Background: an optimization exercise with open tools, aiming at small area, a short achievable clock period and few clock cycles. Do not read the settings as production practice. Function was checked by simulation only, so behaviour that the tests miss may differ from the original.

==> inputs of harbor <==
// pddcss_core
module pddcss_core (
    input  wire        clk,
    input  wire        rst,             
    input  wire [31:0] cfg_init,
    input  wire [31:0] cfg_min,
    input  wire [31:0] cfg_max,
    input  wire [31:0] cfg_fine,
    input  wire [31:0] cfg_coarse,
    input  wire [31:0] cfg_timeout_ms,
    input  wire        cfg_dir_rev,
    input  wire        cmd_valid,
    output wire        cmd_ready,
    input  wire [31:0] cmd_data,
    output reg         rsp_valid,
    output reg  [1:0]  rsp_status,      
    output reg         rsp_ret_valid,
    output wire [31:0] rsp_ret,
    output reg  [8:0]  rsp_events,
    output reg  [1:0]  rsp_skip_op,
    output wire [31:0] rsp_value,
    output wire        rsp_confirmed,
    output wire        rsp_fine,
    output wire        rsp_pstate,
    output wire        rsp_run_flag,
    output wire [4:0]  rsp_flags
);
    localparam [1:0] DIR_ZERO = 2'b00, DIR_POS = 2'b01, DIR_NEG = 2'b11;
    reg        rdy;                      
    reg        cv;                       
    reg [31:0] cr;
    reg        cok;                      
    reg        c_rot;                    
    reg [1:0]  ph;                       
    reg [1:0]  ini;                      
    reg [31:0] cmin, cmax, ctmo;         
    reg        mmeq;                     
    reg        vmin, vmax, omin, omax;   
    reg        dead;                     
    reg [31:0] time_ms;
    reg        dir_rev;
    reg [1:0]  last_phase;
    reg [1:0]  step_seq;
    reg [1:0]  step_dir;
    reg [1:0]  last_dir;
    reg [31:0] last_detent_time;
  ...
make LEC_CHECK=0 ABC_AREA=1 ABC_CLOCK_PERIOD_IN_PS=11000 CAP_MARGIN=80 CORE_MARGIN=2 CORE_UTILIZATION=50 SLEW_MARGIN=90 finish   # period 48.0 ns
run.sh (not shown) runs the stock make flow with config.mk's settings and CLKGATE_MAP_FILE= SYNTH_SCRIPT=/design/flow/synth_recipe.tcl, a recipe that flattens the netlist after the stock synthesis.
==> willow (differences from harbor) <==
--- a/flow/design.v
+++ b/flow/design.v
@@ -326,11 +326,11 @@
     output wire        cmd_ready,
     input  wire [31:0] cmd_data,
     output reg         rsp_valid,
     output reg  [1:0]  rsp_status,      
     output reg         rsp_ret_valid,
-    output wire [31:0] rsp_ret,
+    output reg  [31:0] rsp_ret,
     output reg  [8:0]  rsp_events,
     output reg  [1:0]  rsp_skip_op,
     output wire [31:0] rsp_value,
     output wire        rsp_confirmed,
     output wire        rsp_fine,
@@ -343,10 +343,13 @@
     reg        cv;                       
     reg [31:0] cr;
     reg        cok;                      
     reg        c_rot;                    
     reg [1:0]  ph;                       
+    reg        spec_ok;                  
+    reg [30:0] step3;                    
+    reg        s3v;
     reg [1:0]  ini;                      
     reg [31:0] cmin, cmax, ctmo;         
     reg        mmeq;                     
     reg        vmin, vmax, omin, omax;   
     reg        dead;                     
@@ -376,21 +379,17 @@
     reg        run_flag;
     reg [4:0]  flags;
     reg [27:0] p_r;
     reg [7:0]  p_ex;
     reg        p_sx, p_binf, p_sb, p_conf, p_neg;
-    reg        ret_cnt, ret_val, ret_step;
-    reg [4:0]  ret_small;
     assign cmd_ready     = rdy;
     assign rsp_value     = value;
     assign rsp_confirmed = confirmed;
     assign rsp_fine      = use_fine;
     assign rsp_pstate    = pstate;
     assign rsp_run_flag  = run_flag;
     assign rsp_flags     = flags;
-    assign rsp_ret = ({32{ret_cnt}} & count) | ({32{ret_val}} & value) |
-                     {1'b0, {31{ret_step}} & cur_step} | {27'd0, ret_small};
     wire suspend_pending = pstate & ~suspended;
     wire cfg_bad_v = (cfg_init[30:23] == 8'hFF) || (cfg_min[30:23] == 8'hFF) ||
                      (cfg_max[30:23] == 8'hFF) ||
                      (cfg_fine[30:23] == 8'hFF) || cfg_fine[31] || (cfg_fine[30:0] == 31'd0) ||
                      (cfg_coarse[30:23] == 8'hFF) || cfg_coarse[31] || (cfg_coarse[30:0] == 31'd0);
@@ -477,10 +476,13 @@
     reg        held;
     reg [1:0]  cur, dlt;
     reg [1:0]  seq;
     reg        msg, accept;
     wire [2:0] bsel = {b2, b1, b0};
+    wire [10:0] fsel = ({11{b0}} & fifo[0]) | ({11{b1}} & fifo[1]) | ({11{b2}} & fifo[2]);
+    wire [31:0] r_ret = ({32{r_ret_cnt}} & count) | ({32{r_ret_val}} & value) |
+                        {1'b0, {31{r_ret_step}} & cur_step} | {27'd0, r_ret_small};
     always @* begin
         n_dead = dead;
         n_dir_rev = dir_rev;
         n_last_phase = last_phase;
         n_step_seq = step_seq;
@@ -522,11 +524,11 @@
         seq = 2'd0;
         msg = 1'b0;
         accept = 1'b0;
         held = 1'b0;
         if (suspended && !o_tick && !o_wake) held = 1'b1;
-        if (o_bserv && ((|(bsel & {fifo[2] == 11'd1, fifo[1] == 11'd1, fifo[0] == 11'd1})) ||
+        if (o_bserv && ((fsel == 11'd1) ||
                         (b2 && suspend_pending))) held = 1'b1;
         if (o_suspend && !(suspend_pending && grace_ok)) held = 1'b1;
         if (o_wake && !suspended) held = 1'b1;
         if (dead || !cok) begin
             r_status = 2'd2;
@@ -571,11 +573,11 @@
                 clr_detent_time = 1'b1;
                 n_count_z = 1'b1;
             end
             if (o_bedge) fifo_push = 1'b1;
             if (o_bserv) begin
-                msg = |(bsel & {fifo[2][0], fifo[1][0], fifo[0][0]});
+                msg = fsel[0];
                 fifo_pop = 1'b1;
                 accept = ((|(bsel & pressed)) != msg) && db_ok && lvl == msg;
                 if (accept) begin
                     n_pressed = (pressed & ~bsel) | (bsel & {3{msg}});
                     ld_db = 1'b1;
@@ -696,16 +698,17 @@
     end
     wire ex_rot = ex && fp_go;
     wire [30:0] step2 = (cur_step[30:23] == 8'd0) ? {cur_step[29:0], 1'b0} :
                         (cur_step[30:23] == 8'hFE) ? 31'h7F800000 :
                         {cur_step[30:23] + 8'd1, cur_step[22:0]};
-    wire        d3 = (dmag == 2'd3);
+    wire        d3 = (dmag == 2'd3) && !s3v;    
     wire        pass_b1 = (ph == 2'd2);       
     wire        pass_a = c_rot & d3 & !pass_b1;   
     wire [31:0] s1_a = pass_a ? {1'b0, cur_step} : value;
     wire [31:0] s1_b = pass_a ? {1'b0, step2} :
-                       pass_b1 ? {p_neg, count[30:0]} :
+                       pass_b1 ? {p_neg, step3} :
+                       (dmag == 2'd3) ? {cnt_neg, step3} :
                        {cnt_neg, (dmag == 2'd2) ? step2 : cur_step};
     wire [27:0] s1_r;
     wire [7:0]  s1_ex;
     wire        s1_sx, s1_binf;
     fp32_add_s1 u_s1 (.a(s1_a), .b(s1_b), .r(s1_r), .ex(s1_ex),
@@ -717,11 +720,12 @@
     fp32_lt u_lo (.a(cx),   .b(cmin), .lt(below), .beq(e_lo));
     fp32_lt u_hi (.a(cmax), .b(cx),   .lt(above), .beq(e_hi));
     wire [31:0] clamped = below ? cmin : (above ? cmax : cx);
     wire c_min = below | (above ? mmeq : e_lo);
     wire c_max = above | (below ? mmeq : e_hi);
-    wire sp_changed = p_conf || (below ? !vmin : above ? !vmax : (sum != value));
+    wire sp_conf = (ph == 2'd3) ? p_conf : confirmed;
+    wire sp_changed = sp_conf || (below ? !vmin : above ? !vmax : (sum != value));
     wire [22:0] time_lo;
     wire        time_c23;
     add_cs #(23, 12) u_time (.a(time_ms[22:0]), .b(cr[22:0]), .ci(1'b0), .s(time_lo), .co(time_c23));
     wire [8:0]  time_hi1 = time_ms[31:23] + 9'd1;
     wire [31:0] time_sum = {time_c23 ? time_hi1 : time_ms[31:23], time_lo};
@@ -753,13 +757,17 @@
                 end
                 above = above | f[q];
             end
         end
     endfunction
+    wire [10:0] fnew = fifo_pop ? {1'b0, fsel[10:1]} : push_fifo(fsel, lvl);
     wire acc = cmd_valid && rdy;
     wire wr  = ex && !fp_go;             
-    wire s2  = (ph == 2'd3);             
+    wire fast = ex && fp_go && spec_ok && !d3;    
+    wire s2  = (ph == 2'd3) || fast;     
+    wire hz  = (ex && (cnt_step || (n_count_z != count_z) || ld_value_orig ||
+                       (n_use_fine != use_fine) || fp_go)) || (ph != 2'd0) || (ini != 2'd0);
     integer b;
     always @(posedge clk) begin
         cr  <= cmd_data;
         cok <= i_ok;
         c_rot <= (i_op == 8'h20);
@@ -797,25 +805,29 @@
         cmax <= cfg_max;
         ctmo <= cfg_timeout_ms;
         if (rst) begin
             value <= cfg_init;
             rdy <= 1'b0;
+            spec_ok <= 1'b0;
+            s3v <= 1'b0;
             cv <= 1'b0;
             ph <= 2'd0;
             ini <= 2'd1;
             dead <= cfg_bad_v;
             dir_rev <= cfg_dir_rev;
             last_phase <= 2'd0;
             step_seq <= 2'd0;
             step_dir <= DIR_ZERO;
             last_dir <= DIR_ZERO;
             count_z <= 1'b1;
+            count <= 32'd0;
+            time_ms <= 32'd0;
             pressed <= 3'd0;
             mm_valid <= 3'd0;
             woke <= 1'b0;
             for (b = 0; b < 3; b = b + 1) begin
-                last_db_time[b] <= time_ms;
+                last_db_time[b] <= 32'd0;
                 fifo[b] <= 11'd1;
             end
             confirmed <= 1'b1;
             use_fine <= 1'b1;
             cur_step <= cfg_fine[30:0];
@@ -823,13 +835,14 @@
             suspended <= 1'b0;
             run_flag <= 1'b1;
             flags <= 5'd0;
             rsp_valid <= 1'b0;
         end else begin
-            rdy <= !(acc && cmd_data[31:24] == 8'h20) && !(ex && fp_go && d3) && (ph != 2'd1);
+            rdy <= !(acc && cmd_data[31:24] == 8'h20 && (hz || d3)) && !(ex && fp_go && d3) && (ph != 2'd1);
+            spec_ok <= !hz;
             cv  <= acc;
-            ph  <= (ex && fp_go) ? (d3 ? 2'd1 : 2'd3) : (ph == 2'd1) ? 2'd2 : (ph == 2'd2) ? 2'd3 : 2'd0;
+            ph  <= (ex && fp_go && !fast) ? (d3 ? 2'd1 : 2'd3) : (ph == 2'd1) ? 2'd2 : (ph == 2'd2) ? 2'd3 : 2'd0;
             ini <= (ini == 2'd1) ? 2'd2 : 2'd0;
             rsp_valid <= wr || s2;
             if (ini == 2'd1) begin
                 dead <= dead | above;
                 mmeq <= e_hi;
@@ -840,11 +853,15 @@
                 vmin <= c_min;
                 vmax <= c_max;
                 omin <= c_min;
                 omax <= c_max;
             end
-            if (ph == 2'd1) count <= sum;
+            if (ph == 2'd1) begin
+                step3 <= sum[30:0];
+                s3v <= 1'b1;
+            end
+            if (ex && n_use_fine != use_fine) s3v <= 1'b0;
             if (ex) begin
                 dead <= n_dead;
                 if (do_tick) time_ms <= time_sum;
                 dir_rev <= n_dir_rev;
                 last_phase <= n_last_phase;
@@ -859,12 +876,11 @@
                 woke <= n_woke;
                 for (b = 0; b < 3; b = b + 1) begin
                     if (bsel[b]) begin
                         if (ld_db) last_db_time[b] <= time_ms;
                         if (ld_mm) mm_start[b] <= time_ms;
-                        if (fifo_push && !fifo[b][10]) fifo[b] <= push_fifo(fifo[b], lvl);
-                        if (fifo_pop) fifo[b] <= {1'b0, fifo[b][10:1]};
+                        if ((fifo_push && !fsel[10]) || fifo_pop) fifo[b] <= fnew;
                     end
                 end
                 if (ld_value_orig) begin
                     value <= orig;
                     vmin <= omin;
@@ -888,28 +904,21 @@
                 value <= clamped;
                 vmin <= c_min;
                 vmax <= c_max;
                 if (sp_changed) flags[3] <= 1'b1;
             end
-            if (wr) begin
-                rsp_status <= r_status;
-                rsp_ret_valid <= r_ret_valid;
-                ret_cnt <= r_ret_cnt;
-                ret_val <= r_ret_val;
-                ret_step <= r_ret_step;
-                ret_small <= r_ret_small;
-                rsp_events <= r_events;
-                rsp_skip_op <= r_skip_op;
-            end
             if (s2) begin
                 rsp_status <= 2'd0;
                 rsp_ret_valid <= 1'b0;
-                ret_cnt <= 1'b0;
-                ret_val <= 1'b0;
-                ret_step <= 1'b0;
-                ret_small <= 5'd0;
+                rsp_ret <= 32'd0;
                 rsp_events <= {8'd0, sp_changed};
                 rsp_skip_op <= 2'd0;
+            end else begin
+                rsp_status <= r_status;
+                rsp_ret_valid <= r_ret_valid;
+                rsp_ret <= r_ret;
+                rsp_events <= r_events;
+                rsp_skip_op <= r_skip_op;
             end
         end
     end
 endmodule
==> flow/config.mk (replaced) <==
export PLATFORM = sky130hd
export DESIGN_NAME = pddcss_core
export DESIGN_NICKNAME = pddcss_core
export VERILOG_FILES = /design/flow/design.v
export SDC_FILE = /design/flow/constraint.sdc
export NUM_CORES = 4
export LEC_CHECK = 0
export ABC_AREA = 1
export ABC_CLOCK_PERIOD_IN_PS = 11000
export CAP_MARGIN = 50
export CORE_MARGIN = 2
export CORE_UTILIZATION = 60
export CTS_CLUSTER_DIAMETER = 100
export CTS_CLUSTER_SIZE = 20
export SLEW_MARGIN = 70
==> summary of the runs <==
- willow went through all stages and came out clean. harbor did not get past 4_1_cts on DPL-0033.
- Synthesized area: harbor is lower than willow (about 3%).
- Of willow and harbor, willow has the higher synthesized cell count (gap 6.0%, measured against harbor).
==> figures <==
quantity	harbor	willow
Outcome	did not finish	complete, no violations
Last stage reached	4_1_cts	-
Count of flip-flops with a built-in enable after synthesis	413	308
Number of levels in the clock H-tree	3	2
Final HPWL from detailed placement	256 mm	122 mm
Total of flip-flops plus latches after synthesis	692	749
Total nets after synthesis	6609	6975
Post-placement worst setup slack	19050 ps	36420 ps
Gpl congestion	0.981	1.06
Area share of the largest cell type after synthesis	26.9%	19.5%
Row count	111	103
Cell Area, Placed	87000 um2	52100 um2
Count of mapped cells out of synthesis	6121	6486
Sequential fraction of the synthesis area	39.1%	38.1%
Cell Count Post-Placement	9989	7646
Horizontal extent of the die	307 um	285 um
Mapped cell area	46000 um2	47500 um2
TritonCTS Buffers	80	45
Compound-cell area share of the yosys netlist	15.9%	15.9%
Simple-gate portion of the synthesized area	26.0%	26.4%
Synthesized-area fraction occupied by adder cells	7.47%	7.27%
Number of clock sinks	692	749
Xor-xnor portion of the synthesized cell area	2.43%	2.47%
Post-Syn Area per Cell	7.52 um2	7.32 um2
Testbench counts of harbor, summed over its fixed seeds: cycles 33,993.
Testbench counts of willow, summed over its fixed seeds: cycles 32,774.

afterwards: timing with drivers on the ports:
The flow's constraints put no driver on any port. The routed layout listed below was extracted and timed again, unchanged, in two steps. Step 1 assumes that a clkbuf_16 drives the clock port and a buf_2 every other input. Step 2, shift: input delay + t, output delay - t, t = (earliest + latest rising clock arrival at the registers) / 2. This alone moves slack from input paths to output paths. Slacks: no drivers / after step 1 / after step 2; pairs: no drivers / after step 1.
run: willow
t, ns: 0.703
setup WS [ns]: 36.448 / 36.375 / 36.335
clock arrival spread, ns: 0.032 / 0.032
slew at the worst register clock pin (ns): 0.10 / 0.10
pins driven straight from the clock port: 1
After both steps willow still meets setup and hold. The setup slack of willow moves by -0.073 ns with the drivers and by -0.113 ns with both steps.
